Context: an optimization exercise on an open-source flow, tuned for small area, a short achievable clock period and few clock cycles. The choices shown serve that exercise and are no tape-out recipe. The RTL was checked by simulation tests, not by an equivalence proof against the original design. Power is estimated from default activity; no workload was simulated.

==> flow/design.v <==
module cmux_rx (
    input  wire        clk,
    input  wire        rst,
    input  wire        in_valid,
    input  wire [7:0]  in_data,
    output reg         in_ready,
    output reg         fr_valid,
    input  wire        fr_ready,
    output reg         fr_hdr,
    output wire [7:0]  fr_data,
    output reg  [5:0]  fr_dlci,
    output reg         fr_cr,
    output wire [7:0]  fr_ctrl,
    output reg  [5:0]  fr_len,
    output reg         idle,
    output reg  [31:0] cnt_rxframes,
    output reg  [31:0] cnt_skipped,
    output reg  [31:0] cnt_oversize,
    output reg  [31:0] cnt_bad_close,
    output reg  [31:0] cnt_bad_fcs
);
    localparam [7:0] FLAG   = 8'hF9;
    localparam [7:0] CRC_OK = 8'hCF;    
    localparam [2:0] P0   = 3'd0,    
                     DROP = 3'd1,    
                     P1   = 3'd2,    
                     P2   = 3'd3,    
                     P3   = 3'd4,    
                     P4   = 3'd5,    
                     PD   = 3'd6,    
                     PC   = 3'd7;    
    localparam [2:0] O_P  = 3'd0,    
                     O_A  = 3'd1,    
                     O_C  = 3'd2,    
                     O_L  = 3'd3,    
                     O_L2 = 3'd4;    
    localparam QD = 3;               
    function [7:0] fcstab;
        input [7:0] i;
        integer k;
        reg [7:0] c;
        begin
            c = i;
            for (k = 0; k < 8; k = k + 1)
                c = c[0] ? ((c >> 1) ^ 8'hE0) : (c >> 1);
            fcstab = c;
        end
    endfunction
    reg [7:0] mem [0:63];
    reg [6:0] wp;         
    reg [6:0] cur;        
    reg [6:0] seen1;      
    reg [6:0] head;       
    reg       behind;     
    reg [7:0] pb;         
    reg       pbv;
    reg [2:0] ps;
    reg [7:0] crc;
    reg       crcok;      
    reg [6:0] rem;
    reg [6:0] ffn;        
    reg       ffv;
    reg       pbf9;       
    reg       rwd;        
    reg [6:0] ra;         
    reg       rpar;       
    reg [6:0] q [0:QD-1];
    reg [1:0] qn, qr, qw;
    wire [6:0] q0 = q[qr];
    reg [2:0] os;
    reg [6:0] op;
    reg [7:0] obyte;
    reg ev_rx, ev_skip, ev_ovs, ev_bc, ev_fcs;
    assign fr_data = obyte;
    assign fr_ctrl = obyte;
    wire [7:0] rdata = mem[ra[5:0]];
    wire acc     = in_valid & in_ready;
    wire is_f9   = pbf9;
    wire fresh   = (cur == seen1);
    wire qfull   = (qn == QD);
    wire oidle   = (os == O_P) & (fr_len == 6'd0);
    wire stall   = pbv & (ps == PC) & qfull & ~oidle;
    wire consume = pbv & ~stall & ~rwd;
    wire [6:0] cur_inc = cur + 7'd1;
    wire ovs3     = pb[0] & (pb[7] | (pb[6] & pb[5] & pb[4] & (pb[3] | (pb[2] & pb[1]))));
    wire ovs4     = (pb != 8'd0) | rem[6] | (rem[5] & rem[4] & rem[3] & (rem[2] | rem[1]));
    wire disc_ovs = consume & (((ps == P3) & ovs3) | ((ps == P4) & ovs4));
    wire disc_bc  = consume & (ps == PC) & ~is_f9;
    wire disc_fcs = consume & (ps == PC) & is_f9 & ~crcok;
    wire deliver  = consume & (ps == PC) & is_f9 & crcok;
    wire discard  = disc_ovs | disc_bc | disc_fcs;
    wire rewind   = discard & ffv;
    wire skip     = consume & ((((ps == P0) | ((ps == DROP) & fresh)) & ~is_f9) |
                               ((ps == P1) & is_f9));
    wire fetch_mem = rpar & ~stall;
    wire fetch_in0 = ~behind & ~stall;           
    wire rd_a_r = ~rpar & (os == O_A);
    wire rd_a_n = rd_a_r & ~(fr_valid & fr_hdr);
    wire rd_c_r = ~rpar & (os == O_C);
    wire rd_c_n = rd_c_r & ~fr_valid;
    wire rd_l   = ~rpar & (os == O_L);
    wire rd_p_r = ~rpar & (os == O_P) & (fr_len != 6'd0);
    wire rd_p_n = rd_p_r & ~fr_valid;
    wire rd_a   = fr_ready ? rd_a_r : rd_a_n;
    wire rd_c   = fr_ready ? rd_c_r : rd_c_n;
    wire rd_p   = fr_ready ? rd_p_r : rd_p_n;
    wire qne    = (qn != 2'd0);
    wire lastp  = (fr_len == 6'd1);
    wire pop_r  = qne & (oidle | (rd_p_r & lastp));
    wire pop_n  = qne & (oidle | (rd_p_n & lastp));
    wire pop    = fr_ready ? pop_r : pop_n;
    wire [6:0] oldest = ~oidle ? op : qne ? q0 : head;
    wire [6:0] occ    = wp - oldest;
    wire [6:0] op_inc = op + 7'd1;
    wire adv_r = rd_a_r | rd_c_r | rd_l | rd_p_r | (os == O_L2);
    wire adv_n = rd_a_n | rd_c_n | rd_l | rd_p_n | (os == O_L2);
    wire [6:0] op_r  = pop_r ? q0 : adv_r ? op_inc : op;
    wire [6:0] op_nr = pop_n ? q0 : adv_n ? op_inc : op;
    wire [6:0] op_n  = fr_ready ? op_r : op_nr;
    wire [6:0] cur_x = rwd ? ffn : fetch_mem ? cur_inc : cur;     
    wire       pbv_x = rwd ? 1'b0 : fetch_mem ? 1'b1 : (pbv & stall);
    wire       take_in = fetch_in0 & ~rwd;                         
    wire [6:0] wp_inc = wp + 7'd1;
    wire beh0 = (cur_x != wp);
    wire beh1 = take_in ? 1'b0 : (cur_x != wp_inc);
    wire behind_n = acc ? beh1 : beh0;
    wire rpar_n   = behind_n & ~stall;
    wire rdy0 = ~beh0 & (occ < 7'd64);
    wire rdy1 = ~beh1 & (occ < 7'd63);
    wire quiet = ~pbv & ~behind & ~rwd & oidle & ~qne & ~fr_valid &
                 ~(ev_rx | ev_skip | ev_ovs | ev_bc | ev_fcs);
    always @(posedge clk) begin
        if (acc)
            mem[wp[5:0]] <= in_data;
    end
    integer i;
    always @(posedge clk) begin
        if (rst) begin
            in_ready      <= 1'b0;
            idle          <= 1'b0;
            wp            <= 7'd0;
            cur           <= 7'd0;
            seen1         <= 7'd1;
            head          <= 7'd0;
            behind        <= 1'b0;
            pb            <= 8'd0;
            pbv           <= 1'b0;
            ps            <= P0;
            crc           <= 8'hFF;
            crcok         <= 1'b0;
            rem           <= 7'd0;
            ffn           <= 7'd0;
            ffv           <= 1'b0;
            pbf9          <= 1'b0;
            rwd           <= 1'b0;
            ra            <= 7'd0;
            rpar          <= 1'b0;
            qn            <= 2'd0;
            qr            <= 2'd0;
            qw            <= 2'd0;
            os            <= O_P;
            op            <= 7'd0;
            obyte         <= 8'd0;
            fr_valid      <= 1'b0;
            fr_hdr        <= 1'b0;
            fr_dlci       <= 6'd0;
            fr_cr         <= 1'b0;
            fr_len        <= 6'd0;
            ev_rx         <= 1'b0;
            ev_skip       <= 1'b0;
            ev_ovs        <= 1'b0;
            ev_bc         <= 1'b0;
            ev_fcs        <= 1'b0;
            cnt_rxframes  <= 32'd0;
            cnt_skipped   <= 32'd0;
            cnt_oversize  <= 32'd0;
            cnt_bad_close <= 32'd0;
            cnt_bad_fcs   <= 32'd0;
        end else begin
            if (acc)
                wp <= wp_inc;
            if (acc && take_in) begin
                cur <= cur_inc;
                pbv <= 1'b1;
                pb  <= in_data;
                pbf9 <= (in_data == FLAG);
            end else begin
                cur <= cur_x;
                pbv <= pbv_x;
                if (fetch_mem) begin
                    pb   <= rdata;
                    pbf9 <= (rdata == FLAG);
                end
            end
            op       <= op_n;
            behind   <= behind_n;
            rpar     <= rpar_n;
            ra       <= rpar_n ? cur_x : op_n;
            in_ready <= acc ? rdy1 : rdy0;
            idle     <= ~acc & quiet;
            rwd <= rewind;
            if (consume) begin
                if (fresh)
                    seen1 <= cur_inc;
                case (ps)
                    P0, DROP: begin
                        head <= cur;
                        if (is_f9)
                            ps <= P1;
                        else if (fresh)
                            ps <= P0;
                    end
                    P1: begin
                        if (is_f9) begin
                            head <= cur;
                        end else begin
                            crc <= fcstab(8'hFF ^ pb);
                            ffv <= 1'b0;
                            ps  <= P2;
                        end
                    end
                    P2: ps <= P3;
                    P3: begin
                        if (pb[0]) begin
                            rem <= {1'b0, pb[6:1]} + 7'd1;
                            ps  <= PD;
                        end else begin
                            rem <= pb[7:1];
                            ps  <= P4;
                        end
                    end
                    P4: begin
                        rem <= rem + 7'd1;
                        ps  <= PD;
                    end
                    PD: begin
                        rem <= rem - 7'd1;
                        if (rem == 7'd1)
                            ps <= PC;
                    end
                    PC: begin
                        head <= cur;
                        ps   <= P0;
                    end
                    default: ps <= P0;
                endcase
                if (ps >= P2 && ps <= PD) begin
                    crc   <= fcstab(crc ^ pb);
                    crcok <= (fcstab(crc ^ pb) == CRC_OK);
                end
                if (ps >= P2 && !ffv && is_f9) begin
                    ffv <= 1'b1;
                    ffn <= cur;
                end
                if (discard) begin
                    if (ffv) begin
                        head <= ffn;
                        ps   <= P1;
                    end else begin
                        head <= cur;
                        ps   <= is_f9 ? P1 : DROP;
                    end
                end
            end
            ev_rx   <= deliver;
            ev_skip <= skip;
            ev_ovs  <= disc_ovs;
            ev_bc   <= disc_bc;
            ev_fcs  <= disc_fcs;
            if (ev_rx)   cnt_rxframes  <= cnt_rxframes + 32'd1;
            if (ev_skip) cnt_skipped   <= cnt_skipped + 32'd1;
            if (ev_ovs)  cnt_oversize  <= cnt_oversize + 32'd1;
            if (ev_bc)   cnt_bad_close <= cnt_bad_close + 32'd1;
            if (ev_fcs)  cnt_bad_fcs   <= cnt_bad_fcs + 32'd1;
            if (deliver) begin
                q[qw] <= head;
                qw    <= (qw == QD - 1) ? 2'd0 : qw + 2'd1;
            end
            if (pop)
                qr <= (qr == QD - 1) ? 2'd0 : qr + 2'd1;
            qn <= qn + (deliver ? 2'd1 : 2'd0) - (pop ? 2'd1 : 2'd0);
            if (fr_ready)
                fr_valid <= 1'b0;
            if (pop)
                os <= O_A;
            if (rd_a) begin
                fr_dlci <= rdata[7:2];
                fr_cr   <= rdata[1];
                os      <= O_C;
            end
            if (rd_c) begin
                obyte    <= rdata;
                fr_valid <= 1'b0;
                os       <= O_L;
            end
            if (rd_l) begin
                fr_len   <= rdata[6:1];
                fr_valid <= 1'b1;
                fr_hdr   <= 1'b1;
                os       <= rdata[0] ? O_P : O_L2;
            end
            if (os == O_L2)
                os <= O_P;
            if (rd_p) begin
                obyte    <= rdata;
                fr_valid <= 1'b1;
                fr_hdr   <= 1'b0;
                fr_len   <= fr_len - 6'd1;
            end
        end
    end
endmodule
==> flow/flow/run.sh <==
#!/bin/bash
set -euo pipefail
bash standard.sh SETUP_SLACK_MARGIN=8.5 finish > flow_standard.log 2>&1
==> flow/standard.sh <==
#!/bin/bash
# synth_recipe.tcl (not shown) runs the flow's synth.tcl, then flattens the netlist and writes it again
# the make line also repeats each setting of config.mk as NAME=value (left out here)
make -C /OpenROAD-flow-scripts/flow DESIGN_CONFIG=/design/flow/config.mk WORK_HOME=/design/flow/orfs CLKGATE_MAP_FILE= SYNTH_SCRIPT=/design/flow/synth_recipe.tcl "${@:-finish}"
==> flow/config.mk <==
export PLATFORM = sky130hd
export DESIGN_NAME = cmux_rx
export DESIGN_NICKNAME = cmux_rx
export VERILOG_FILES = /design/flow/design.v
export SDC_FILE = /design/flow/constraint.sdc
export NUM_CORES = 4
export LEC_CHECK = 0
export CAP_MARGIN = 20
export CORE_MARGIN = 2
export CORE_UTILIZATION = 30
export SLEW_MARGIN = 20
==> flow/constraint.sdc <==
create_clock -name core_clock -period 12.0 [get_ports {clk}]
set_input_delay 2.4000 -clock core_clock [delete_from_list [all_inputs] [get_ports {clk}]]
set_output_delay 2.4000 -clock core_clock [all_outputs]
set_load 0.01 [all_outputs]
==> results of run 1 <==
cell usage after synthesis (all sizes together) (56+ instances only):
master	n	area, µm²
xor2	128	1120
clkbuf	97	364
dfxtp	282	5650
edfxtp	533	16000
nor2	380	1430
a21oi	102	510
mux4	156	3510
mux2i	61	611
nand2	169	634
o21ai	56	280
xnor2	81	709
nand3	87	440
path summary, 6_finish.rpt:
check	end	slack (ns)	depth (start not counted)
hold reg to reg	ev_fcs$_SDFF_PP0_	0.43	1
setup / recovery	fr_ctrl[1]	8.42	1
hold / removal	ev_fcs$_SDFF_PP0_	0.43	1
setup reg to reg	register	8.58	11
registers in the layout, summed over array words and instances, names as in the netlist, 8 cells and up, named ones only:
name and cells:
mem 512, cnt_bad_fcs 32, crc 8, obyte 8
cnt_oversize 32, cnt_skipped 32, pb 8, q 21
cnt_bad_close 32, cnt_rxframes 32
what timing repair did:
| action | in CTS | in global routing |
|---|---|---|
| pin swaps | 19 | 3 |
| resized for setup | 1315 | 36 |
| cloned | 0 | 3 |
| setup buffers | 192 | 48 |
| setup endpoints to repair | 842 | 241 |
stage by stage:
stage | power (mW) | util (%) | worst slack (ns) | hold WS [ns] | area [µm²]
6_report | 7.77 | 38.7 | 8.42 | 0.429 | 44800
5_1_grt | 8.08 | 38.7 | 8.37 | 0.476 | 44800
4_1_cts | 7.71 | 38.2 | 8.34 | 0.434 | 44300
3_5_place_dp | 4.88 | 33.6 | 7.01 | 0.434 | 38900
3_3_place_gp | 4.88 | 33.6 | 7.00 | 0.434 | 38900
2_1_floorplan | 4.38 | - | 7.87 | 0.408 | 35500
kinds of logic (layout without fill, tap and decap cells):
| family | Yosys count | count (layout) | share of synthesized area, % |
|---|---|---|---|
| xor+xnor | 210 | 210 | 5.32 |
| flops | 815 | 815 | 62.2 |
| simple gates | 882 | 882 | 11.9 |
| compound gates | 271 | 271 | 4.98 |
| mux | 225 | 225 | 12.1 |
| buf+inv | 181 | 664 | 2.36 |
| fa+ha+maj | 32 | 32 | 1.17 |
final cells by class:
cell class | instances | area (µm²) | area share, %
clock buffer | 113 | 2390 | 5.32
clock inverter | 51 | 562 | 1.25
inverter | 33 | 124 | 0.276
multi-input combinational | 1620 | 13200 | 29.4
sequential | 815 | 22100 | 49.3
tap | 1524 | 1910 | 4.25
timing repair buffer | 467 | 4580 | 10.2
power by group:
group	total (mW)	switching [mW]	internal (mW)	leakage, nW
logic	1.83	0.960	0.865	6.64
registers	3.20	0.144	3.05	7.19
clock network	2.74	1.13	1.61	1.44
total	7.77	2.24	5.53	15.3
per-layer routing:
layer / share of wire [%] / wire length (µm) / vias up / track usage (%)
met5: 0 / 0 / - / 0
met4: 1.9 / 1760 / 0 / 3.70
li1: - / - / 10500 / -
met2: 48 / 43300 / 730 / 24.0
met3: 6.4 / 5840 / 111 / 2.24
met1: 44 / 40200 / 11300 / 20.7
==> summary.txt, run 1 <==
final wirelength=91.1 mm; Setup crit start kind=register; Synth warnings=1; Clock Sinks=815; synthesized area=34,800 µm²; clock skew=0.0480 ns; commonest non-fill, non-tap cells in the layout=533 x edfxtp_1, 318 x nor2_1, 237 x buf_4; DRC violations left=0; Worst-Margin Slew=1.06 ns; Max H-tree Level=3; Max Root-Sink Buffers=3; NumNets Final=3,069; Starting Density=30.1%; Top FF cell, synth=edfxtp_1; Hold Crit Class=reg -> reg; Max Freq=279 MHz; Worst path top cell family by delay=flip-flops; synth-to-layout area growth=28.8%; Synth Instances=2,616; DP Wirelength=56.1 mm; setup TNS=0 ns; total number of vias=22,700; DRT antenna net count=0; 1st-iter DRT viols=1,889; CP peak stage delay=0.40 ns; Post-CTS Hold Buffers=0; arrival time at the worst endpoint=1.18 ns; vias in the first global route=22,300; critical path launch point=obyte[1]$_SDFFE_PP0P_; slowest stage cell, crit path=dfxtp_4; DP Cell Count=4,216; Cell Chain, Critical Path=buf_6; CTS Root Cell=clkbuf_16; # fillers=10,800; first-pass GRT wire length=136 mm; Die W=345 µm; Worst VDD drop=0.104 mV; WP buf/inv=1; final hold violation count=0; synthesis-stage register bit count=815; peak fanout along the critical path=3; Worst-Skew Late Latency=0.67 ns; Max-cap violations=0; Hold Startpoint=crcok$_SDFFE_PP0P_; capturing element type of the critical path=output port; Global Route Usage Sum=14.8%; Via density=4.91; fraction of the yosys area taken by sequential cells=62.2%; Avg Cell Area, Syn=13.3 µm²; CP required=9.60 ns; Placer Congestion=0.834; Max Slew Vio Count=0; initial antenna violation count=1; PD cells=173 nW/µm²; Worst Path Class, Setup=reg -> out; pin count of the biggest net entering global routing=138; drt wl/cell=19.7 µm; crit path time final=3.58 ns; Ports=205; post-synth cell types=79; num rows=125; period utilisation layout=29.8%; status=complete, no violations; unrepaired setup endpoints after global routing=true; relative slew slack=29.1%; most common cell after layout, fill and taps aside=edfxtp_1; Diodes inserted=0; Core Box Area=116,000 µm²; TritonCTS clock tree=built; Die ar.=119,000 µm²; Clock Pin Slew Worst Setup and Hold Paths=0.06 ns; EDFF count, synth=533; CTS Buf Count=88; Reg2Reg Launch Point=fr_len[3]$_SDFFE_PP0P_; ratio of cells with drive above 1 in the final layout=34.9%; GR Overflow Total=0; syn nets=2,660; final setup vio count=0; async set-reset flop share out of synthesis=0%; DR pass1 iterations=5; Lkg Pwr=15.3 nW; Die Span Y=345 µm; non-filler cells, final=4,623; Port Buffers=204
Testbench counts, summed over its fixed seeds: cycles 54,222.
==> run 2, diff against run 1 <==
--- a/flow/design.v
+++ b/flow/design.v
@@ -47,10 +47,10 @@
         end
     endfunction
     reg [7:0] mem [0:63];
-    reg [6:0] wp;         
-    reg [6:0] cur;        
-    reg [6:0] seen1;      
-    reg [6:0] head;       
+    reg [5:0] wp;         
+    reg [5:0] cur;        
+    reg [5:0] seen1;      
+    reg [5:0] head;       
     reg       behind;     
     reg [7:0] pb;         
     reg       pbv;
@@ -58,22 +58,22 @@
     reg [7:0] crc;
     reg       crcok;      
     reg [6:0] rem;
-    reg [6:0] ffn;        
+    reg [5:0] ffn;        
     reg       ffv;
     reg       pbf9;       
     reg       rwd;        
-    reg [6:0] ra;         
+    reg [5:0] ra;         
     reg       rpar;       
-    reg [6:0] q [0:QD-1];
+    reg [5:0] q [0:QD-1];
     reg [1:0] qn, qr, qw;
-    wire [6:0] q0 = q[qr];
+    wire [5:0] q0 = q[qr];
     reg [2:0] os;
-    reg [6:0] op;
+    reg [5:0] op;
     reg [7:0] obyte;
     reg ev_rx, ev_skip, ev_ovs, ev_bc, ev_fcs;
     assign fr_data = obyte;
     assign fr_ctrl = obyte;
-    wire [7:0] rdata = mem[ra[5:0]];
+    wire [7:0] rdata = mem[ra];
     wire acc     = in_valid & in_ready;
     wire is_f9   = pbf9;
     wire fresh   = (cur == seen1);
@@ -81,7 +81,7 @@
     wire oidle   = (os == O_P) & (fr_len == 6'd0);
     wire stall   = pbv & (ps == PC) & qfull & ~oidle;
     wire consume = pbv & ~stall & ~rwd;
-    wire [6:0] cur_inc = cur + 7'd1;
+    wire [5:0] cur_inc = cur + 6'd1;
     wire ovs3     = pb[0] & (pb[7] | (pb[6] & pb[5] & pb[4] & (pb[3] | (pb[2] & pb[1]))));
     wire ovs4     = (pb != 8'd0) | rem[6] | (rem[5] & rem[4] & rem[3] & (rem[2] | rem[1]));
     wire disc_ovs = consume & (((ps == P3) & ovs3) | ((ps == P4) & ovs4));
@@ -109,59 +109,53 @@
     wire pop_r  = qne & (oidle | (rd_p_r & lastp));
     wire pop_n  = qne & (oidle | (rd_p_n & lastp));
     wire pop    = fr_ready ? pop_r : pop_n;
-    wire [6:0] oldest = ~oidle ? op : qne ? q0 : head;
-    wire [6:0] occ    = wp - oldest;
-    wire [6:0] op_inc = op + 7'd1;
+    wire [5:0] oldest = ~oidle ? op : qne ? q0 : head;
+    wire [5:0] occ    = wp - oldest;
+    wire [5:0] op_inc = op + 6'd1;
     wire adv_r = rd_a_r | rd_c_r | rd_l | rd_p_r | (os == O_L2);
     wire adv_n = rd_a_n | rd_c_n | rd_l | rd_p_n | (os == O_L2);
-    wire [6:0] op_r  = pop_r ? q0 : adv_r ? op_inc : op;
-    wire [6:0] op_nr = pop_n ? q0 : adv_n ? op_inc : op;
-    wire [6:0] op_n  = fr_ready ? op_r : op_nr;
-    wire [6:0] cur_x = rwd ? ffn : fetch_mem ? cur_inc : cur;     
+    wire [5:0] op_r  = pop_r ? q0 : adv_r ? op_inc : op;
+    wire [5:0] op_nr = pop_n ? q0 : adv_n ? op_inc : op;
+    wire [5:0] op_n  = fr_ready ? op_r : op_nr;
+    wire [5:0] cur_x = rwd ? ffn : fetch_mem ? cur_inc : cur;     
     wire       pbv_x = rwd ? 1'b0 : fetch_mem ? 1'b1 : (pbv & stall);
     wire       take_in = fetch_in0 & ~rwd;                         
-    wire [6:0] wp_inc = wp + 7'd1;
+    wire [5:0] wp_inc = wp + 6'd1;
     wire beh0 = (cur_x != wp);
     wire beh1 = take_in ? 1'b0 : (cur_x != wp_inc);
     wire behind_n = acc ? beh1 : beh0;
     wire rpar_n   = behind_n & ~stall;
-    wire rdy0 = ~beh0 & (occ < 7'd64);
-    wire rdy1 = ~beh1 & (occ < 7'd63);
+    wire rdy0 = ~beh0 & (occ != 6'd63);
+    wire rdy1 = ~beh1 & (occ < 6'd62);
     wire quiet = ~pbv & ~behind & ~rwd & oidle & ~qne & ~fr_valid &
                  ~(ev_rx | ev_skip | ev_ovs | ev_bc | ev_fcs);
     always @(posedge clk) begin
-        if (acc)
-            mem[wp[5:0]] <= in_data;
+        if (in_ready)
+            mem[wp] <= in_data;
     end
     integer i;
     always @(posedge clk) begin
         if (rst) begin
             in_ready      <= 1'b0;
             idle          <= 1'b0;
-            wp            <= 7'd0;
-            cur           <= 7'd0;
-            seen1         <= 7'd1;
-            head          <= 7'd0;
+            wp            <= 6'd0;
+            cur           <= 6'd0;
+            seen1         <= 6'd1;
+            head          <= 6'd0;
             behind        <= 1'b0;
-            pb            <= 8'd0;
             pbv           <= 1'b0;
             ps            <= P0;
-            crc           <= 8'hFF;
-            crcok         <= 1'b0;
-            rem           <= 7'd0;
-            ffn           <= 7'd0;
             ffv           <= 1'b0;
-            pbf9          <= 1'b0;
             rwd           <= 1'b0;
-            ra            <= 7'd0;
             rpar          <= 1'b0;
             qn            <= 2'd0;
             qr            <= 2'd0;
             qw            <= 2'd0;
             os            <= O_P;
-            op            <= 7'd0;
-            obyte         <= 8'd0;
             fr_valid      <= 1'b0;
+            ra            <= 6'd0;
+            op            <= 6'd0;
+            obyte         <= 8'd0;
             fr_hdr        <= 1'b0;
             fr_dlci       <= 6'd0;
             fr_cr         <= 1'b0;
@@ -182,15 +176,16 @@
             if (acc && take_in) begin
                 cur <= cur_inc;
                 pbv <= 1'b1;
-                pb  <= in_data;
-                pbf9 <= (in_data == FLAG);
             end else begin
                 cur <= cur_x;
                 pbv <= pbv_x;
-                if (fetch_mem) begin
-                    pb   <= rdata;
-                    pbf9 <= (rdata == FLAG);
-                end
+            end
+            if (fetch_mem) begin
+                pb   <= rdata;
+                pbf9 <= (rdata == FLAG);
+            end else if (take_in) begin
+                pb   <= in_data;
+                pbf9 <= (in_data == FLAG);
             end
             op       <= op_n;
             behind   <= behind_n;
==> flow/flow/run.sh (replaced) <==
#!/bin/bash
set -euo pipefail
bash standard.sh SETUP_SLACK_MARGIN=8.3 finish > flow_standard.log 2>&1
--- a/flow/config.mk
+++ b/flow/config.mk
@@ -7,5 +7,5 @@
 export LEC_CHECK = 0
 export CAP_MARGIN = 20
 export CORE_MARGIN = 2
-export CORE_UTILIZATION = 30
+export CORE_UTILIZATION = 50
 export SLEW_MARGIN = 20
==> summary.txt, run 2 <==
Worst path top cell family by delay=multiplexers (was flip-flops); capturing element type of the critical path=register (was output port); Worst Path Class, Setup=reg -> reg (was reg -> out); cell internal pwr=5.52 mW (was 5.53 mW); Yosys top cell area share=49.4% (was 46.0%); DRT antenna net count=0 (unchanged); Via density=5.82 (was 4.91); slowest stage cell, crit path=dfxtp_4 (unchanged); drt wl/cell=22.8 µm (was 19.7 µm); r2r setup slk=8.30 ns (was 8.58 ns); DP Wirelength=53.2 mm (was 56.1 mm); Synth top cells by count=561 x edfxtp_1, 322 x nor2_1, 245 x dfxtp_1 (was 533 x edfxtp_1, 379 x nor2_1, 282 x dfxtp_1); Max H-tree Level=3 (unchanged); unrepaired setup endpoints after global routing=true (unchanged); status=complete, no violations (unchanged); CP required=12.36 ns (was 9.60 ns); Largest register FFs=512 (unchanged); Worst-Skew Late Latency=0.65 ns (was 0.67 ns); Switching Fraction=29.0% (was 28.8%); period utilisation layout=30.8% (was 29.8%); peak fanout along the critical path=39 (was 3); DR pass1 iterations=7 (was 5); Die W=265 µm (was 345 µm); syn nets=2,497 (was 2,660); vias in the first global route=20,900 (was 22,300); arrival time at the worst endpoint=4.05 ns (was 1.18 ns); GR Overflow Total=0 (unchanged); CP peak stage delay=0.67 ns (was 0.40 ns); met1 Use GR=32.7% (was 20.7%); synth-to-layout area growth=17.4% (was 28.8%); setup TNS=0 ns (unchanged); final hold violation count=0 (unchanged); Max-cap violations=0 (unchanged); Global Route Usage Sum=23.7% (was 14.8%); Worst VDD drop=0.151 mV (was 0.104 mV); post-synth cell types=77 (was 79); GRT busiest layer=met2 (unchanged); pre-CTS WS=7.11 ns (was 7.01 ns); R2R depth=10 (was 11); crit path time final=3.70 ns (was 3.58 ns); Starting Density=50.7% (was 30.1%); EDFF count, synth=561 (was 533); Setup crit start kind=register (unchanged); Ports=205 (unchanged); 1st-iter DRT viols=1,764 (was 1,889); Max Root-Sink Buffers=3 (unchanged); met3 Use GR=4.13% (was 2.24%); Hold Crit Class=reg -> reg (unchanged); Hold Startpoint=seen1[1]$_SDFFE_PP0P_ (was crcok$_SDFFE_PP0P_); Die ar.=70,300 µm² (was 119,000 µm²); net load switching power=2.25 mW (was 2.24 mW); Cell Chain, Critical Path=buf_4 > mux4_2 > mux4_2 > mux2_2 > nand2_1 > o21ai_0 > buf_4 > mux2_2 > nand2_1 > nor4_1 (was buf_6); Top FF cell, synth=edfxtp_1 (unchanged); Diodes inserted=0 (unchanged); num rows=95 (was 125); clock skew=0.0409 ns (was 0.0480 ns); Post-CTS Hold Buffers=0 (unchanged); total power=7.77 mW (about the same); most common cell in the netlist=edfxtp_1 (unchanged); TritonCTS clock tree=built (unchanged); first-pass GRT wire length=127 mm (was 136 mm); most common cell after layout, fill and taps aside=edfxtp_1 (unchanged); total number of vias=21,000 (was 22,700); initial antenna violation count=1 (unchanged); pin count of the biggest net entering global routing=112 (was 138); Clock Pin Slew Worst Setup and Hold Paths=0.06 ns (about the same); CTS Root Cell=clkbuf_16 (unchanged); Clock Sinks=806 (was 815); Hold Path Depth=2 (was 1); synthesis-stage register bit count=806 (was 815); Synth Instances=2,454 (was 2,616); WP buf/inv=2 (was 1); Port Buffers=204 (unchanged); Area contributors post-synth=edfxtp_1 49%, dfxtp_1 14%, mux4_2 11% (was edfxtp_1 46%, dfxtp_1 16%, mux4_2 10%); Max Freq=270 MHz (was 279 MHz); Worst-Margin Slew=1.12 ns (was 1.06 ns); Placer Congestion=0.876 (was 0.834); async set-reset flop share out of synthesis=0% (unchanged); NumNets Final=2,704 (was 3,069); Synth warnings=1 (unchanged); Min Hold Slack=0.471 ns (was 0.429 ns); Logic pwr share=24.2% (was 23.5%); commonest non-fill, non-tap cells in the layout=561 x edfxtp_1, 321 x nor2_1, 160 x mux4_2 (was 533 x edfxtp_1, 318 x nor2_1, 237 x buf_4); final wirelength=82.3 mm (was 91.1 mm); relative slew slack=25.0% (was 29.1%); CTS Buf Count=85 (was 88); Core Box Area=67,300 µm² (was 116,000 µm²); fraction of the yosys area taken by sequential cells=63.8% (was 62.2%); DRC violations left=0 (unchanged); area leader, netlist=edfxtp_1 (unchanged); Max Slew Vio Count=0 (unchanged); Setup WS post-layout=8.30 ns (was 8.42 ns); Hold Crit Endpoint=seen1[1]$_SDFFE_PP0P_ (was ev_fcs$_SDFF_PP0_); synthesized area=34,100 µm² (was 34,800 µm²); final setup vio count=0 (unchanged); FF-to-FF End=pbf9$_DFFE_PP_; Lkg Pwr=13.3 nW (was 15.3 nW); PD cells=194 nW/µm² (was 173 nW/µm²); Clk pwr share=34.3% (was 35.3%); ratio of cells with drive above 1 in the final layout=23.4% (was 34.9%); Avg Cell Area, Syn=13.9 µm² (was 13.3 µm²); Die Span Y=265 µm (was 345 µm); Reg power frac=41.5% (was 41.2%); met2 Track Usage GR=38.7% (was 24.0%)
## run 2: cell count changes after synthesis, sizes merged, moves of 12 or more
cell / delta
buf: -15
dfxtp: -37
a311oi: -15
mux2i: -19
a21oi: -19
nor2: -57
nand4: +16
edfxtp: +28
nor2b: -12
o21ai: +13
nand2: -23
## run 2: what timing repair did
item / CTS / global route
endpoints found under the setup margin: 259 / 135
gates cloned: 0 / 0
pin swaps: 1 / 0
resized for setup: 569 / 121
setup buffers: 8 / 0
## run 2: worst max-delay path by stage
stage,startpoint,cells after the start,slack (ns),to
2_1_floorplan,rst,3,8.03,q[2][0]$_DFFE_PP_
3_3_place_gp,register,9,7.14,pbf9$_DFFE_PP_
3_5_place_dp,register,9,7.11,pbf9$_DFFE_PP_
4_1_cts,register,9,8.22,pbf9$_DFFE_PP_
5_1_grt,register,9,8.19,pbf9$_DFFE_PP_
6_report,register,10,8.30,pbf9$_DFFE_PP_
## run 2: cell type report
class | count | area [µm²]
Multi-Input combinational cell | 1485 | 11800
Sequential cell | 806 | 22000
Clock buffer | 115 | 2360
Fill cell | 5223 | 27300
Timing Repair Buffer | 242 | 2160
Inverter | 41 | 154
Tap cell | 873 | 1090
Clock inverter | 44 | 505
## run 2: kinds of logic after synthesis
logic type               after synthesis  share of synthesized area (%)
buffers and inverters                163                           1.97
XOR/XNOR                             205                           5.31
adder cells (fa/ha/maj)               31                           1.16
AND/OR/NAND/NOR                      781                           10.9
AO/OA/AOI/OAI                        252                           4.61
multiplexers                         216                           12.3
flip-flops                           806                           63.8
## run 2: per-stage QoR
step | cell area [µm²] | std cells | utilization, %
global route | 40000 | 3606 | 59.5
floorplan | 34100 | 2454 | -
CTS | 40100 | 3606 | 59.6
detailed placement | 36900 | 3439 | 54.9
finish | 40000 | 3606 | 59.5
global placement | 36900 | 3439 | 54.9
## run 2: worst reg2reg max path: cells and delay by family (launching register included)
kind | cells | cell delay (ns)
muxes | 4 | 1.51
buffers and inverters | 2 | 0.88
DFF | 1 | 0.67
AOI/OAI and AO/OA | 1 | 0.21
and+or+nand+nor | 3 | 0.18
## run 2: per-layer routing
layer	wire (µm)	up-vias
li1	-	9617
met1	35200	10600
met2	40100	610
met3	4660	128
met4	2330	2
met5	13	-
## run 2: power by group through the flow
stage	Sequential (mW)	Combinational (mW)	Clock, mW
after global placement	3.30	1.78	0
final	3.22	1.88	2.66
after CTS	3.22	1.88	2.72
after global routing	3.23	2.04	2.83
after detailed placement	3.30	1.80	0
after floorplan	3.19	1.35	0
Testbench counts of run 2, summed over its fixed seeds: cycles 54,260.
==> run 3, diff against run 2 <==
--- a/flow/design.v
+++ b/flow/design.v
@@ -61,6 +61,7 @@
     reg [5:0] ffn;        
     reg       ffv;
     reg       pbf9;       
+    reg       pbm;        
     reg       rwd;        
     reg [5:0] ra;         
     reg       rpar;       
@@ -75,7 +76,7 @@
     assign fr_ctrl = obyte;
     wire [7:0] rdata = mem[ra];
     wire acc     = in_valid & in_ready;
-    wire is_f9   = pbf9;
+    wire is_f9   = pbf9 | (pbm & (pb == FLAG));
     wire fresh   = (cur == seen1);
     wire qfull   = (qn == QD);
     wire oidle   = (os == O_P) & (fr_len == 6'd0);
@@ -182,10 +183,12 @@
             end
             if (fetch_mem) begin
                 pb   <= rdata;
-                pbf9 <= (rdata == FLAG);
+                pbf9 <= 1'b0;
+                pbm  <= 1'b1;
             end else if (take_in) begin
                 pb   <= in_data;
                 pbf9 <= (in_data == FLAG);
+                pbm  <= 1'b0;
             end
             op       <= op_n;
             behind   <= behind_n;
==> summary.txt, run 3 <==
met2 Track Usage GR=37.4% (was 38.7%); final wirelength=81.3 mm (was 82.3 mm); status=complete, no violations (unchanged); critical path launch point=rst; CTS Buf Count=85 (unchanged); Global Route Usage Sum=23.1% (was 23.7%); r2r setup slk=8.42 ns (was 8.30 ns); Placer Congestion=0.884 (was 0.876); period utilisation layout=30.5% (was 30.8%); synthesized area=34,100 µm² (about the same); Setup crit start kind=input pin (was register); async set-reset flop share out of synthesis=0% (unchanged); relative slew slack=33.9% (was 25.0%); Clock Pin Slew Worst Setup and Hold Paths=0.06 ns (about the same); Clock Sinks=807 (was 806); crit path time final=3.67 ns (was 3.70 ns); Post-Synth Adder-Cell Area=1.23% (was 1.16%); non-filler cells, final=3,565 (was 3,606); final instance area=39,600 µm² (was 40,000 µm²); DP Wirelength=52.6 mm (was 53.2 mm); Yosys top cell area share=49.5% (was 49.4%); Synth top cells by count=562 x edfxtp_1, 334 x nor2_1, 245 x dfxtp_1 (was 561 x edfxtp_1, 322 x nor2_1, 245 x dfxtp_1); most common cell in the netlist=edfxtp_1 (unchanged); area leader, netlist=edfxtp_1 (unchanged); ratio of cells with drive above 1 in the final layout=23.2% (was 23.4%); Via density=5.83 (was 5.82); Cell Chain, Critical Path=buf_6 > buf_6 > nor2_1 > and3_1 > o32a_1 (was buf_4 > mux4_2 > mux4_2 > mux2_2 > nand2_1 > o21ai_0 > buf_4 > mux2_2 > nand2_1 > nor4_1); CP peak stage delay=0.52 ns (was 0.67 ns); capturing element type of the critical path=register (unchanged); R2R depth=5 (was 10); Hold Startpoint=cnt_skipped[31]$_SDFFE_PP0P_ (was seen1[1]$_SDFFE_PP0P_); Min Hold Slack=0.484 ns (was 0.471 ns); Max Root-Sink Buffers=3 (unchanged); Switching Fraction=29.4% (was 29.0%); multiplexer share of the synthesized area=12.9% (was 12.3%); Max-cap violations=0 (unchanged); Hold Crit Endpoint=cnt_skipped[31]$_SDFFE_PP0P_ (was seen1[1]$_SDFFE_PP0P_); num rows=95 (unchanged); DRC violations left=0 (unchanged); Ports=205 (unchanged); net load switching power=2.22 mW (was 2.25 mW); GRT busiest layer=met2 (unchanged); Die W=265 µm (about the same); Die Span Y=265 µm (about the same); Logic pwr share=23.6% (was 24.2%); synthesis-stage register bit count=807 (was 806); CP required=12.51 ns (was 12.36 ns); DP Cell Count=3,401 (was 3,439); Max Slew Vio Count=0 (unchanged); GR Overflow Total=0 (unchanged); most common cell after layout, fill and taps aside=edfxtp_1 (unchanged); Hold Crit Class=reg -> reg (unchanged); Worst-Skew Late Latency=0.65 ns (about the same); Lkg Pwr=13.4 nW (was 13.3 nW); 1st-iter DRT viols=1,849 (was 1,764); Max Freq=273 MHz (was 270 MHz); unrepaired setup endpoints after global routing=true (unchanged); arrival time at the worst endpoint=4.18 ns (was 4.05 ns); first-pass GRT wire length=124 mm (was 127 mm); slowest stage cell, crit path=buf_6 (was dfxtp_4); Core Box Area=67,300 µm² (unchanged); cell internal pwr=5.34 mW (was 5.52 mW); Synth Area in Compound Gates=3.92% (was 4.61%); FF-to-FF End=pb[3]$_DFFE_PP_ (was pbf9$_DFFE_PP_); met1 Use GR=31.7% (was 32.7%); Core Util, Final=58.9% (was 59.5%); final setup vio count=0 (unchanged); Synth Area in XOR/XNOR=5.37% (was 5.31%); Port Buffers=204 (unchanged); Die ar.=70,300 µm² (about the same); drt wl/cell=22.8 µm (about the same); met3 Use GR=4.08% (was 4.13%); clock skew=0.0253 ns (was 0.0409 ns); Top FF cell, synth=edfxtp_1 (unchanged); Area contributors post-synth=edfxtp_1 50%, dfxtp_1 14%, mux4_2 11% (was edfxtp_1 49%, dfxtp_1 14%, mux4_2 11%); Clk pwr share=33.7% (was 34.3%); CTS Root Cell=clkbuf_16 (unchanged); DRT antenna net count=0 (unchanged); largest family of logic cells by synthesized area=multiplexers (unchanged); Starting Density=50.7% (about the same); TritonCTS clock tree=built (unchanged); Max H-tree Level=3 (unchanged); fraction of the yosys area taken by sequential cells=63.9% (was 63.8%); WP buf/inv=2 (unchanged); Worst path top cell family by delay=buffers and inverters (was multiplexers); NumNets Final=2,667 (was 2,704); vias in the first global route=20,300 (was 20,900); Placed Area=36,900 µm² (about the same); pin count of the biggest net entering global routing=95 (was 112); # fillers=5,246 (was 5,223); syn nets=2,465 (was 2,497); pre-CTS WS=7.50 ns (was 7.11 ns); Simple-Gate Fraction of Synth Area=10.8% (was 10.9%); Synth warnings=1 (unchanged); Setup WS post-layout=8.33 ns (was 8.30 ns); Synth Instances=2,420 (was 2,454); total power=7.57 mW (was 7.77 mW); setup TNS=0 ns (unchanged); Worst Path Class, Setup=in -> reg (was reg -> reg); Worst-Margin Slew=0.985 ns (was 1.12 ns); Most common cell on crit path=buf_6; synth-to-layout area growth=16.3% (was 17.4%); post-synth cell types=77 (unchanged); total number of vias=20,800 (was 21,000); peak fanout along the critical path=92 (was 39); Reg power frac=42.6% (was 41.5%); EDFF count, synth=562 (was 561); Diodes inserted=0 (unchanged); Hold Path Depth=2 (unchanged); Avg Cell Area, Syn=14.1 µm² (was 13.9 µm²); DR pass1 iterations=6 (was 7); initial antenna violation count=1 (unchanged); final hold violation count=0 (unchanged); Largest register FFs=512 (unchanged); PD cells=191 nW/µm² (was 194 nW/µm²); Worst VDD drop=0.149 mV (was 0.151 mV); commonest non-fill, non-tap cells in the layout=562 x edfxtp_1, 332 x nor2_1, 168 x mux4_2 (was 561 x edfxtp_1, 321 x nor2_1, 160 x mux4_2)
[run 3: cell types whose count changed in the layout (fill, tap and decap cells not counted), sizes merged, moves of 9 or more]
cell           change
nor2              +12
a211oi            -11
a21oi             -21
or3                -9
nand3              +9
clkdlybuf4s15     -29
clkbuf            +15
o21ai             -16
[run 3: repair_timing]
action / CTS / global route
resized for setup: 572 / 116
setup endpoints to repair: 251 / 156
pin swaps: 1 / 1
hold buffers: 0 / 0
cloned: 1 / 0
setup buffers: 4 / 2
[run 3: power by group through the flow]
stage	clock network [mW]	logic (mW)	registers, mW
6_report	2.55	1.79	3.22
5_1_grt	2.71	1.91	3.24
4_1_cts	2.60	1.78	3.24
3_5_place_dp	0	1.75	3.30
3_3_place_gp	0	1.74	3.30
2_1_floorplan	0	1.29	3.19
[run 3: worst register-to-register path, cell delays in order, from the launching register on]
cell     delay, ns
dfxtp_4       0.74
buf_8         0.56
mux4_2        0.54
mux4_2        0.54
mux4_2        0.64
mux2_2        0.31
[run 3: metal layers]
layer  wire length (µm)  vias up
met4               2930        0
met1              34400    10500
li1                   -     9478
met3               4990      140
met5                  0        -
met2              39000      701
[run 3: cells by family after synthesis]
kind of cell,after synthesis
fa+ha+maj,33
xor+xnor,209
buf+inv,161
compound gates,203
flops,807
simple gates,780
mux,227
[run 3: final cells by class]
type                            count  area (µm²)  share of cell area [%]
Tap cell                          873        1090                    2.76
Clock buffer                      117        2360                    5.96
Sequential cell                   807       22000                    55.5
Inverter                           46         173                   0.436
Timing Repair Buffer              230        1920                    4.83
Multi-Input combinational cell   1452       11700                    29.6
Clock inverter                     40         372                   0.938
[run 3: worst max-delay path by stage]
| stage | end | cells past startpoint | slack, ns |
|---|---|---|---|
| after floorplan | q[2][0]$_DFFE_PP_ | 3 | 8.08 |
| after detailed placement | crc[4]$_DFFE_PP_ | 4 | 7.50 |
| final | register | 5 | 8.33 |
| after global placement | fr_len[3]$_SDFFE_PP0P_ | 9 | 7.58 |
| after global routing | in_ready$_SDFF_PP0_ | 12 | 8.25 |
| after CTS | in_ready | 1 | 8.20 |
Testbench counts of run 3, summed over its fixed seeds: cycles 54,260.
==> run 4, diff against run 3 <==
--- a/flow/design.v
+++ b/flow/design.v
@@ -55,6 +55,8 @@
     reg [7:0] pb;         
     reg       pbv;
     reg [2:0] ps;
+    reg       atpc;       
+    reg       clr;        
     reg [7:0] crc;
     reg       crcok;      
     reg [6:0] rem;
@@ -80,7 +82,7 @@
     wire fresh   = (cur == seen1);
     wire qfull   = (qn == QD);
     wire oidle   = (os == O_P) & (fr_len == 6'd0);
-    wire stall   = pbv & (ps == PC) & qfull & ~oidle;
+    wire stall   = pbv & atpc & qfull;
     wire consume = pbv & ~stall & ~rwd;
     wire [5:0] cur_inc = cur + 6'd1;
     wire ovs3     = pb[0] & (pb[7] | (pb[6] & pb[5] & pb[4] & (pb[3] | (pb[2] & pb[1]))));
@@ -125,7 +127,7 @@
     wire beh0 = (cur_x != wp);
     wire beh1 = take_in ? 1'b0 : (cur_x != wp_inc);
     wire behind_n = acc ? beh1 : beh0;
-    wire rpar_n   = behind_n & ~stall;
+    wire rpar_n   = beh0 & ~stall;      
     wire rdy0 = ~beh0 & (occ != 6'd63);
     wire rdy1 = ~beh1 & (occ < 6'd62);
     wire quiet = ~pbv & ~behind & ~rwd & oidle & ~qne & ~fr_valid &
@@ -166,12 +168,10 @@
             ev_ovs        <= 1'b0;
             ev_bc         <= 1'b0;
             ev_fcs        <= 1'b0;
-            cnt_rxframes  <= 32'd0;
-            cnt_skipped   <= 32'd0;
-            cnt_oversize  <= 32'd0;
-            cnt_bad_close <= 32'd0;
-            cnt_bad_fcs   <= 32'd0;
+            atpc          <= 1'b0;
+            clr           <= 1'b1;
         end else begin
+            clr <= 1'b0;
             if (acc)
                 wp <= wp_inc;
             if (acc && take_in) begin
@@ -233,10 +233,13 @@
                     end
                     PD: begin
                         rem <= rem - 7'd1;
-                        if (rem == 7'd1)
-                            ps <= PC;
+                        if (rem == 7'd1) begin
+                            ps   <= PC;
+                            atpc <= 1'b1;
+                        end
                     end
                     PC: begin
+                        atpc <= 1'b0;
                         head <= cur;
                         ps   <= P0;
                     end
@@ -265,11 +268,6 @@
             ev_ovs  <= disc_ovs;
             ev_bc   <= disc_bc;
             ev_fcs  <= disc_fcs;
-            if (ev_rx)   cnt_rxframes  <= cnt_rxframes + 32'd1;
-            if (ev_skip) cnt_skipped   <= cnt_skipped + 32'd1;
-            if (ev_ovs)  cnt_oversize  <= cnt_oversize + 32'd1;
-            if (ev_bc)   cnt_bad_close <= cnt_bad_close + 32'd1;
-            if (ev_fcs)  cnt_bad_fcs   <= cnt_bad_fcs + 32'd1;
             if (deliver) begin
                 q[qw] <= head;
                 qw    <= (qw == QD - 1) ? 2'd0 : qw + 2'd1;
@@ -307,4 +305,19 @@
             end
         end
     end
+    always @(posedge clk) begin
+        if (clr) begin
+            cnt_rxframes  <= 32'd0;
+            cnt_skipped   <= 32'd0;
+            cnt_oversize  <= 32'd0;
+            cnt_bad_close <= 32'd0;
+            cnt_bad_fcs   <= 32'd0;
+        end else begin
+            if (ev_rx)   cnt_rxframes  <= cnt_rxframes + 32'd1;
+            if (ev_skip) cnt_skipped   <= cnt_skipped + 32'd1;
+            if (ev_ovs)  cnt_oversize  <= cnt_oversize + 32'd1;
+            if (ev_bc)   cnt_bad_close <= cnt_bad_close + 32'd1;
+            if (ev_fcs)  cnt_bad_fcs   <= cnt_bad_fcs + 32'd1;
+        end
+    end
 endmodule
==> summary.txt, run 4 <==
status=complete, no violations (unchanged); Via density=5.85 (was 5.83); Synth top cells by count=562 x edfxtp_1, 321 x nor2_1, 247 x dfxtp_1 (was 562 x edfxtp_1, 334 x nor2_1, 245 x dfxtp_1); CP peak stage delay=0.38 ns (was 0.52 ns); final wirelength=84.7 mm (was 81.3 mm); Worst VDD drop=0.148 mV (was 0.149 mV); first-pass GRT wire length=127 mm (was 124 mm); post-synth cell types=81 (was 77); Post-Synth Adder-Cell Area=1.23% (about the same); Simple-Gate Fraction of Synth Area=10.8% (about the same); Max Slew Vio Count=0 (unchanged); DRC violations left=0 (unchanged); DRT antenna net count=0 (unchanged); Core Box Area=68,200 µm² (was 67,300 µm²); Worst-Skew Late Latency=0.65 ns (about the same); Synth Area in XOR/XNOR=5.28% (was 5.37%); Die ar.=70,700 µm² (was 70,300 µm²); setup TNS=0 ns (unchanged); Hold Crit Class=reg -> reg (unchanged); R2R depth=5 (unchanged); ratio of cells with drive above 1 in the final layout=23.6% (was 23.2%); Lkg Pwr=13.4 nW (about the same); Setup crit start kind=register (was input pin); synth-to-layout area growth=16.4% (was 16.3%); commonest non-fill, non-tap cells in the layout=562 x edfxtp_1, 320 x nor2_1, 158 x mux4_2 (was 562 x edfxtp_1, 332 x nor2_1, 168 x mux4_2); Post-CTS Hold Buffers=0 (unchanged); vias in the first global route=20,500 (was 20,300); final instance area=39,900 µm² (was 39,600 µm²); CP required=9.60 ns (was 12.51 ns); FF-to-FF End=pb[4]$_DFFE_PP_ (was pb[3]$_DFFE_PP_); EDFF count, synth=562 (unchanged); final setup vio count=0 (unchanged); Worst Path Class, Setup=reg -> out (was in -> reg); synthesized area=34,300 µm² (was 34,100 µm²); Starting Density=50.3% (was 50.7%); crit path to=cnt_skipped[15]; Max Freq=273 MHz (about the same); Die Span Y=266 µm (was 265 µm); multiplexer share of the synthesized area=12.5% (was 12.9%); Worst-Margin Slew=1.13 ns (was 0.985 ns); Max Root-Sink Buffers=3 (unchanged); slowest stage cell, crit path=dfxtp_2 (was buf_6); # fillers=5,350 (was 5,246); DP Wirelength=55.0 mm (was 52.6 mm); Yosys top cell area share=49.2% (was 49.5%); WP buf/inv=1 (was 2); Clock Pin Slew Worst Setup and Hold Paths=0.06 ns (about the same); Port Buffers=204 (unchanged); initial antenna violation count=3 (was 1); Area contributors post-synth=edfxtp_1 49%, dfxtp_1 14%, mux4_2 10% (was edfxtp_1 50%, dfxtp_1 14%, mux4_2 11%); Worst path depth=1 (was 5); Synth Area in Compound Gates=4.31% (was 3.92%); Sequential Area=22,000 µm² (about the same); capturing element type of the critical path=output port (was register); Top FF cell, synth=edfxtp_1 (unchanged); 1st-iter DRT viols=1,862 (was 1,849); Die W=266 µm (was 265 µm); pin count of the biggest net entering global routing=82 (was 95); Placed Area=37,000 µm² (was 36,900 µm²); multi-input logic area=11,800 µm² (was 11,700 µm²); largest family of logic cells by synthesized area=multiplexers (unchanged); Clock Sinks=809 (was 807); CTS Buf Count=85 (unchanged); Worst path top cell family by delay=flip-flops (was buffers and inverters); total number of vias=21,000 (was 20,800); Max-cap violations=0 (unchanged); Max H-tree Level=3 (unchanged); async set-reset flop share out of synthesis=0% (unchanged); synthesis-stage register bit count=809 (was 807); TritonCTS clock tree=built (unchanged); fraction of the yosys area taken by sequential cells=63.6% (was 63.9%); GR Overflow Total=0 (unchanged); Synth Instances=2,444 (was 2,420); syn nets=2,489 (was 2,465); crit path time final=3.66 ns (was 3.67 ns); most common cell after layout, fill and taps aside=edfxtp_1 (unchanged); Largest register FFs=512 (unchanged); area leader, netlist=edfxtp_1 (unchanged); relative slew slack=24.5% (was 33.9%); drt wl/cell=23.6 µm (was 22.8 µm); Global Route Usage Sum=23.8% (was 23.1%); Avg Cell Area, Syn=14.0 µm² (was 14.1 µm²); peak fanout along the critical path=5 (was 92); clock skew=0.0227 ns (was 0.0253 ns); unrepaired setup endpoints after global routing=true (unchanged); Ports=205 (unchanged); final hold violation count=0 (unchanged); arrival time at the worst endpoint=1.26 ns (was 4.18 ns); CTS Root Cell=clkbuf_16 (unchanged); critical path launch point=cnt_skipped[15]$_SDFFE_PP0P_ (was rst); period utilisation layout=30.5% (about the same); Cell Chain, Critical Path=clkdlybuf4s15_1 (was buf_6 > buf_6 > nor2_1 > and3_1 > o32a_1); NumNets Final=2,685 (was 2,667); r2r setup slk=8.40 ns (was 8.42 ns); most common cell in the netlist=edfxtp_1 (unchanged); Placer Congestion=0.926 (was 0.884); num rows=96 (was 95); Synth warnings=1 (unchanged); PD cells=190 nW/µm² (was 191 nW/µm²); Hold Startpoint=obyte[6]$_SDFFE_PP0P_ (was cnt_skipped[31]$_SDFFE_PP0P_); Hold Path Depth=2 (unchanged); DR pass1 iterations=7 (was 6)
[run 4: area by class of cell]
cell class / instances / area share, %
flip-flops and latches: 809 / 55.1
inverters: 41 / 0.385
repair buffers: 231 / 4.86
clock inverters: 50 / 1.42
diodes: 1 / 0.00627
clock buffers: 108 / 5.77
multi-input cells: 1472 / 29.7
well taps: 882 / 2.76
[run 4: cells by family after synthesis]
logic type	after synthesis
adder cells (fa/ha/maj)	33
AO/OA/AOI/OAI	229
flip-flops	809
buffers and inverters	163
XOR/XNOR	207
AND/OR/NAND/NOR	780
multiplexers	223
[run 4: layer usage]
metal / part of all wire [%] / wire length, µm / up-vias / track usage (%)
li1: - / - / 9561 / -
met1: 43 / 36000 / 10600 / 32.6
met2: 48 / 40700 / 678 / 39.2
met3: 6.0 / 5040 / 145 / 3.50
met4: 3.4 / 2890 / 2 / 8.41
met5: 0.015 / 13 / - / 0
[run 4: timing repair]
action                     4_1_cts  5_1_grt
setup buffers                    6        1
resized for setup              600      120
pin swaps                        3        3
setup endpoints to repair      231      132
[run 4: per-stage QoR]
step / util [%] / instances / hold slack [ns] / worst slack [ns] / power, mW
after floorplan: - / 2444 / 0.403 / 8.10 / 4.43
after global placement: 54.3 / 3428 / 0.470 / 7.26 / 4.92
after detailed placement: 54.3 / 3428 / 0.491 / 7.29 / 4.95
after CTS: 58.8 / 3592 / 0.500 / 8.17 / 7.65
after global routing: 58.5 / 3594 / 0.509 / 8.14 / 7.90
final: 58.5 / 3594 / 0.479 / 8.34 / 7.61
[run 4: how the worst min path moves through the flow]
| stage | to | slack, ns |
|---|---|---|
| final | obyte[6]$_SDFFE_PP0P_ | 0.48 |
| after floorplan | ffn[2]$_DFFE_PP_ | 0.40 |
| after CTS | obyte[6]$_SDFFE_PP0P_ | 0.50 |
| after detailed placement | obyte[6]$_SDFFE_PP0P_ | 0.49 |
| after global placement | qr[1]$_SDFFE_PP0P_ | 0.47 |
| after global routing | cnt_bad_close[30]$_SDFFE_PP0P_ | 0.51 |
[run 4: report_power, final]
part / switching (mW) / internal (mW) / total, mW
Clock: 1.10 / 1.58 / 2.68
Combinational: 0.902 / 0.759 / 1.66
Sequential: 0.169 / 3.10 / 3.26
Testbench counts of run 4, summed over its fixed seeds: cycles 54,260.
==> run 5, diff against run 4 <==
==> flow/flow/run.sh (replaced) <==
#!/bin/bash
set -euo pipefail
bash standard.sh SETUP_SLACK_MARGIN=8.4 finish > flow_standard.log 2>&1
==> summary.txt, run 5 <==
Core Box Area=68,200 µm² (unchanged); Setup WS post-layout=8.44 ns (was 8.34 ns); status=complete, no violations (unchanged); Top FF cell, synth=edfxtp_1 (unchanged); Core Util, Final=58.8% (was 58.5%); vias in the first global route=20,700 (was 20,500); fraction of the yosys area taken by sequential cells=63.6% (unchanged); period utilisation layout=29.7% (was 30.5%); final instance area=40,100 µm² (was 39,900 µm²); syn nets=2,489 (unchanged); non-filler cells, final=3,652 (was 3,594); Synth Instances=2,444 (unchanged); relative slew slack=31.1% (was 24.5%); CP required=9.60 ns (about the same); Worst VDD drop=0.143 mV (was 0.148 mV); Placed Area=37,100 µm² (was 37,000 µm²); synthesized area=34,300 µm² (unchanged); Yosys top cell area share=49.2% (unchanged); Port Buffers=204 (unchanged); Clock Pin Slew Worst Setup and Hold Paths=0.06 ns (about the same); TritonCTS clock tree=built (unchanged); Max Root-Sink Buffers=3 (unchanged); first-pass GRT wire length=130 mm (was 127 mm); Area contributors post-synth=edfxtp_1 49%, dfxtp_1 14%, mux4_2 10% (unchanged); Ports=205 (unchanged); Min Hold Slack=0.485 ns (was 0.479 ns); most common cell in the netlist=edfxtp_1 (unchanged); async set-reset flop share out of synthesis=0% (unchanged); Setup crit start kind=register (unchanged); r2r setup slk=8.56 ns (was 8.40 ns); DR pass1 iterations=5 (was 7); Worst path top cell family by delay=flip-flops (unchanged); area leader, netlist=edfxtp_1 (unchanged); Via density=5.83 (was 5.85); Max H-tree Level=3 (unchanged); total power=7.64 mW (was 7.61 mW); Max Freq=281 MHz (was 273 MHz); Worst Path Class, Setup=reg -> out (unchanged); Cell Chain, Critical Path=buf_4 (was clkdlybuf4s15_1); Die Span Y=266 µm (unchanged); capturing element type of the critical path=output port (unchanged); arrival time at the worst endpoint=1.16 ns (was 1.26 ns); EDFF count, synth=562 (unchanged); drt wl/cell=23.6 µm (about the same); post-synth cell types=81 (unchanged); final setup vio count=0 (unchanged); Starting Density=50.3% (unchanged); num rows=96 (unchanged); GR Overflow Total=0 (unchanged); final hold violation count=0 (unchanged); Global Route Usage Sum=24.2% (was 23.8%); Synth top cells by count=562 x edfxtp_1, 321 x nor2_1, 247 x dfxtp_1 (unchanged); peak fanout along the critical path=4 (was 5); Synth warnings=1 (unchanged); Max-cap violations=0 (unchanged); synth-to-layout area growth=16.9% (was 16.4%); DP Cell Count=3,428 (unchanged); clock skew=0.0355 ns (was 0.0227 ns); Die W=266 µm (unchanged); Worst-Margin Slew=1.03 ns (was 1.13 ns); crit path time final=3.56 ns (was 3.66 ns); DRC violations left=0 (unchanged); most common cell after layout, fill and taps aside=edfxtp_1 (unchanged); Lkg Pwr=13.9 nW (was 13.4 nW); DRT antenna net count=0 (unchanged); Placer Congestion=0.883 (was 0.926); final wirelength=86.2 mm (was 84.7 mm); synthesis-stage register bit count=809 (unchanged); Die ar.=70,700 µm² (unchanged); initial antenna violation count=1 (was 3); pre-CTS WS=7.20 ns (was 7.29 ns); Clock Sinks=809 (unchanged); 1st-iter DRT viols=1,971 (was 1,862); pin count of the biggest net entering global routing=84 (was 82); Largest register FFs=512 (unchanged); setup TNS=0 ns (unchanged); commonest non-fill, non-tap cells in the layout=562 x edfxtp_1, 320 x nor2_1, 158 x mux4_2, 158 x buf_2, 135 x nand2_1 (was 562 x edfxtp_1, 320 x nor2_1, 158 x mux4_2); Post-CTS Hold Buffers=0 (unchanged); NumNets Final=2,745 (was 2,685); Max Slew Vio Count=0 (unchanged); WP buf/inv=1 (unchanged); CTS Buf Count=85 (unchanged); unrepaired setup endpoints after global routing=false (was true); PD cells=191 nW/µm² (was 190 nW/µm²); slowest stage cell, crit path=dfxtp_4 (was dfxtp_2); Avg Cell Area, Syn=14.0 µm² (unchanged); DP Wirelength=54.6 mm (was 55.0 mm); Hold Crit Class=reg -> reg (unchanged); Worst-Skew Late Latency=0.64 ns (was 0.65 ns); total number of vias=21,300 (was 21,000); CP peak stage delay=0.37 ns (was 0.38 ns); ratio of cells with drive above 1 in the final layout=28.9% (was 23.6%); CTS Root Cell=clkbuf_16 (unchanged)
==> run 5: cell count changes in the layout (fill, tap and decap cells not counted), moves of 29 or more <==
cell,change
clkbuf_2,-45
buf_4,+99
dfxtp_1,-45
dfxtp_4,+29
clkdlybuf4s15_2,-64
buf_2,+113
clkdlybuf4s15_1,-43
==> run 5: final timing paths <==
kind / startpoint / to / cells after the start
setup / recovery: fr_hdr$_SDFFE_PP0P_ / fr_hdr / 1
hold / removal: fr_dlci[4]$_SDFFE_PP0P_ / fr_dlci[4]$_SDFFE_PP0P_ / 2
setup reg to reg: register / pb[1]$_DFFE_PP_ / 6
hold reg to reg: fr_dlci[4]$_SDFFE_PP0P_ / fr_dlci[4]$_SDFFE_PP0P_ / 2
==> run 5: repair_timing <==
| item | 4_1_cts | 5_1_grt |
|---|---|---|
| gates cloned | 1 | 0 |
| buffers inserted | 58 | 8 |
| resized for setup | 1011 | 44 |
| setup endpoints to repair | 265 | 67 |
| pin swaps | 5 | 5 |
==> run 5: where the power goes <==
part,internal (mW),switching [mW],leakage [nW]
registers,3.09,0.164,7.16
clock network,1.57,1.10,1.40
logic,0.781,0.933,5.39
==> run 5: layer usage <==
metal / GRT usage (%) / vias to the layer above / share of wire (%)
met1: 34.3 / 10800 / 44
met3: 3.87 / 129 / 5.5
met4: 5.77 / 2 / 2.1
met2: 39.6 / 632 / 48
li1: - / 9696 / -
met5: 0 / - / 0.014
==> run 5: final cells by class <==
class,instances,area (µm²)
antenna,1,2.50
clock buffer,103,2280
clock inverter,53,571
fill,5414,28100
inverter,41,156
multi-input combinational,1472,11900
sequential,809,22200
tap,882,1100
timing repair buffer,291,1920
==> run 5: worst reg2reg max path, delay by kind of cell (launching register included) <==
family                 cells  cell delay (ns)
AOI/OAI and AO/OA          2             0.62
buffers and inverters      1             0.71
DFF                        1             0.51
muxes                      3             1.36
==> run 5: logic make-up after synthesis <==
logic type | after synthesis | synth area share, %
multiplexers | 223 | 12.5
AND/OR/NAND/NOR | 780 | 10.8
adder cells (fa/ha/maj) | 33 | 1.23
AO/OA/AOI/OAI | 229 | 4.31
flip-flops | 809 | 63.6
buffers and inverters | 163 | 2.18
XOR/XNOR | 207 | 5.28
==> run 6, diff against run 5 <==
--- a/flow/config.mk
+++ b/flow/config.mk
@@ -8,4 +8,7 @@
 export CAP_MARGIN = 20
 export CORE_MARGIN = 2
 export CORE_UTILIZATION = 50
+export CTS_BUF_LIST = sky130_fd_sc_hd__clkbuf_16
+export CTS_CLUSTER_DIAMETER = 60
+export CTS_CLUSTER_SIZE = 30
 export SLEW_MARGIN = 20
==> summary.txt, run 6 <==
arrival time at the worst endpoint=1.16 ns (about the same); Max Freq=281 MHz (about the same); total power=7.01 mW (was 7.64 mW); DRC violations left=0 (unchanged); CTS Root Cell=clkbuf_16 (unchanged); status=complete, no violations (unchanged); synthesized area=34,300 µm² (unchanged); pin count of the biggest net entering global routing=84 (unchanged); Worst-Skew Late Latency=0.65 ns (was 0.64 ns); unrepaired setup endpoints after global routing=true (was false); Worst-Margin Slew=1.02 ns (was 1.03 ns); Max H-tree Level=2 (was 3); Worst VDD drop=0.111 mV (was 0.143 mV); Cell Chain, Critical Path=buf_4 (unchanged); Hold Crit Class=reg -> reg (unchanged); Placer Congestion=0.883 (unchanged); Worst path top cell family by delay=flip-flops (unchanged); fraction of the yosys area taken by sequential cells=63.6% (unchanged); initial antenna violation count=0 (was 1); Post-CTS Hold Buffers=0 (unchanged); period utilisation layout=29.6% (was 29.7%); capturing element type of the critical path=output port (unchanged); Setup crit start kind=register (unchanged); synthesis-stage register bit count=809 (unchanged); final wirelength=86.0 mm (was 86.2 mm); Area contributors post-synth=edfxtp_1 49%, dfxtp_1 14%, mux4_2 10% (unchanged); GR Overflow Total=0 (unchanged); NumNets Final=2,784 (was 2,745); Max Root-Sink Buffers=3 (unchanged); most common cell in the netlist=edfxtp_1 (unchanged); CTS Buf Count=55 (was 85); Die W=266 µm (unchanged); crit path time final=3.56 ns (about the same); synth-to-layout area growth=16.0% (was 16.9%); Largest register FFs=512 (unchanged); num rows=96 (unchanged); Clk pwr share=29.1% (was 35.0%); Die Span Y=266 µm (unchanged); Yosys top cell area share=49.2% (unchanged); vias in the first global route=20,700 (about the same); Port Buffers=204 (unchanged); Clock Sinks=809 (unchanged); peak fanout along the critical path=4 (unchanged); post-synth cell types=81 (unchanged); Die ar.=70,700 µm² (unchanged); drt wl/cell=23.5 µm (was 23.6 µm); clock skew=0.0280 ns (was 0.0355 ns); Clock Pin Slew Worst Setup and Hold Paths=0.08 ns (was 0.06 ns); Lkg Pwr=13.9 nW (about the same); total number of vias=21,400 (was 21,300); Via density=5.84 (was 5.83); setup TNS=0 ns (unchanged); first-pass GRT wire length=129 mm (was 130 mm); Worst Path Class, Setup=reg -> out (unchanged); Starting Density=50.3% (unchanged); TritonCTS clock tree=built (unchanged); slowest stage cell, crit path=dfxtp_4 (unchanged); ratio of cells with drive above 1 in the final layout=30.3% (was 28.9%); most common cell after layout, fill and taps aside=edfxtp_1 (unchanged); syn nets=2,489 (unchanged); relative slew slack=32.0% (was 31.1%); net load switching power=2.14 mW (was 2.20 mW); 1st-iter DRT viols=2,077 (was 1,971); WP buf/inv=1 (unchanged); Avg Cell Area, Syn=14.0 µm² (unchanged); final setup vio count=0 (unchanged); DR pass1 iterations=7 (was 5); Logic pwr share=24.6% (was 22.4%); Max Slew Vio Count=0 (unchanged); Core Box Area=68,200 µm² (unchanged); Diodes inserted=0 (was 1); area leader, netlist=edfxtp_1 (unchanged); commonest non-fill, non-tap cells in the layout=562 x edfxtp_1, 320 x nor2_1, 200 x buf_4 (was 562 x edfxtp_1, 320 x nor2_1, 158 x mux4_2, 158 x buf_2, 135 x nand2_1); CP required=9.60 ns (about the same); cell internal pwr=4.87 mW (was 5.44 mW); DRT antenna net count=0 (unchanged); Synth Instances=2,444 (unchanged); Synth top cells by count=562 x edfxtp_1, 321 x nor2_1, 247 x dfxtp_1 (unchanged); Global Route Usage Sum=24.0% (was 24.2%); Min Hold Slack=0.490 ns (was 0.485 ns); Ports=205 (unchanged); # fillers=5,498 (was 5,414); DP Wirelength=54.6 mm (unchanged); PD cells=176 nW/µm² (was 191 nW/µm²); Switching Fraction=30.5% (was 28.8%); Reg power frac=46.3% (was 42.6%); Synth warnings=1 (unchanged); Top FF cell, synth=edfxtp_1 (unchanged); final hold violation count=0 (unchanged); EDFF count, synth=562 (unchanged); async set-reset flop share out of synthesis=0% (unchanged); CP peak stage delay=0.36 ns (was 0.37 ns); Max-cap violations=0 (unchanged)
-- run 6: cell counts after synthesis --
Identical to the previous run, type by type.
-- run 6: logic make-up after synthesis --
kind of cell	after synthesis	synth area share [%]
muxes	223	12.5
and+or+nand+nor	780	10.8
AOI/OAI and AO/OA	229	4.31
buffers and inverters	163	2.18
xor gates and xnor gates	207	5.28
adders and majority gates	33	1.23
DFF	809	63.6
-- run 6: cell type report --
| class | instances | area [µm²] | area share (%) |
|---|---|---|---|
| clock buffer | 57 | 1430 | 3.59 |
| clock inverter | 47 | 509 | 1.28 |
| inverter | 41 | 159 | 0.399 |
| multi-input combinational | 1472 | 11900 | 29.9 |
| sequential | 809 | 22200 | 55.8 |
| tap | 882 | 1100 | 2.77 |
| timing repair buffer | 360 | 2490 | 6.26 |
-- run 6: what timing repair did --
item                       in CTS  in global routing
pin swaps                       4                  5
setup buffers                 125                 10
resized for setup            1067                 25
cloned                          1                  0
setup endpoints to repair     265                 48
-- run 6: per-layer routing --
layer,vias up,GRT usage (%),part of all wire [%]
met4,0,5.19,2.0
met5,-,0,0
met3,113,3.66,5.7
li1,9739,-,-
met2,611,39.6,48
met1,11000,33.8,44
-- run 6: path summary, 6_finish.rpt --
kind	from	end	slack, ns	depth (start not counted)
hold / removal	obyte[6]$_SDFFE_PP0P_	obyte[6]$_SDFFE_PP0P_	0.49	2
setup reg to reg	register	pb[1]$_DFFE_PP_	8.53	6
setup / recovery	cnt_oversize[4]$_SDFFE_PP0P_	cnt_oversize[4]	8.44	1
hold reg to reg	obyte[6]$_SDFFE_PP0P_	obyte[6]$_SDFFE_PP0P_	0.49	2
-- run 6: power groups by stage --
stage               clock network [mW]  logic (mW)  registers, mW
CTS                               2.08        1.66           3.26
global route                      2.18        1.85           3.26
detailed placement                   0        1.59           3.36
global placement                     0        1.58           3.35
finish                            2.04        1.72           3.25
floorplan                            0        1.23           3.21
-- run 6: tightest hold or removal path, delay by kind of cell, from the launching register on --
kind / cells / cell delay (ns)
flip-flops: 1 / 0.34
AO/OA/AOI/OAI: 1 / 0.05
AND/OR/NAND/NOR: 1 / 0.06
-- run 6: through the flow --
step,instance area [µm²],utilization [%],instances,worst slack (ns)
floorplan,34400,-,2444,8.10
global route,39800,58.3,3668,8.35
finish,39800,58.3,3668,8.44
CTS,39600,58.0,3658,8.25
global placement,37100,54.3,3428,7.22
detailed placement,37100,54.3,3428,7.20

-- re-timing with driven ports --
In the flow no input, the clock included, has a driving cell. The finished layouts below were timed again as built, in two steps. Step 1 sets driving cells, clkbuf_16 on the clock port and buf_2 on the other inputs (assumed; they add their load-dependent delay and slew). Step 2, shift: input delay + t, output delay - t, t = (earliest + latest rising clock arrival at the registers) / 2. This alone moves slack from input paths to output paths. Slacks: no drivers / after step 1 / after step 2; pairs: no drivers / after step 1.
| run | t (ns) | setup slack, ns |
|---|---|---|
| run 1 | 0.706 | 8.421 / 8.356 / 7.840 |
| run 2 | 0.693 | 8.302 / 8.269 / 7.680 |
| run 3 | 0.694 | 8.334 / 8.284 / 7.662 |
| run 4 | 0.697 | 8.337 / 8.275 / 7.767 |
| run 5 | 0.682 | 8.439 / 8.381 / 7.790 |
| run 6 | 0.693 | 8.444 / 8.385 / 7.775 |
After both steps every run listed still meets setup and hold.
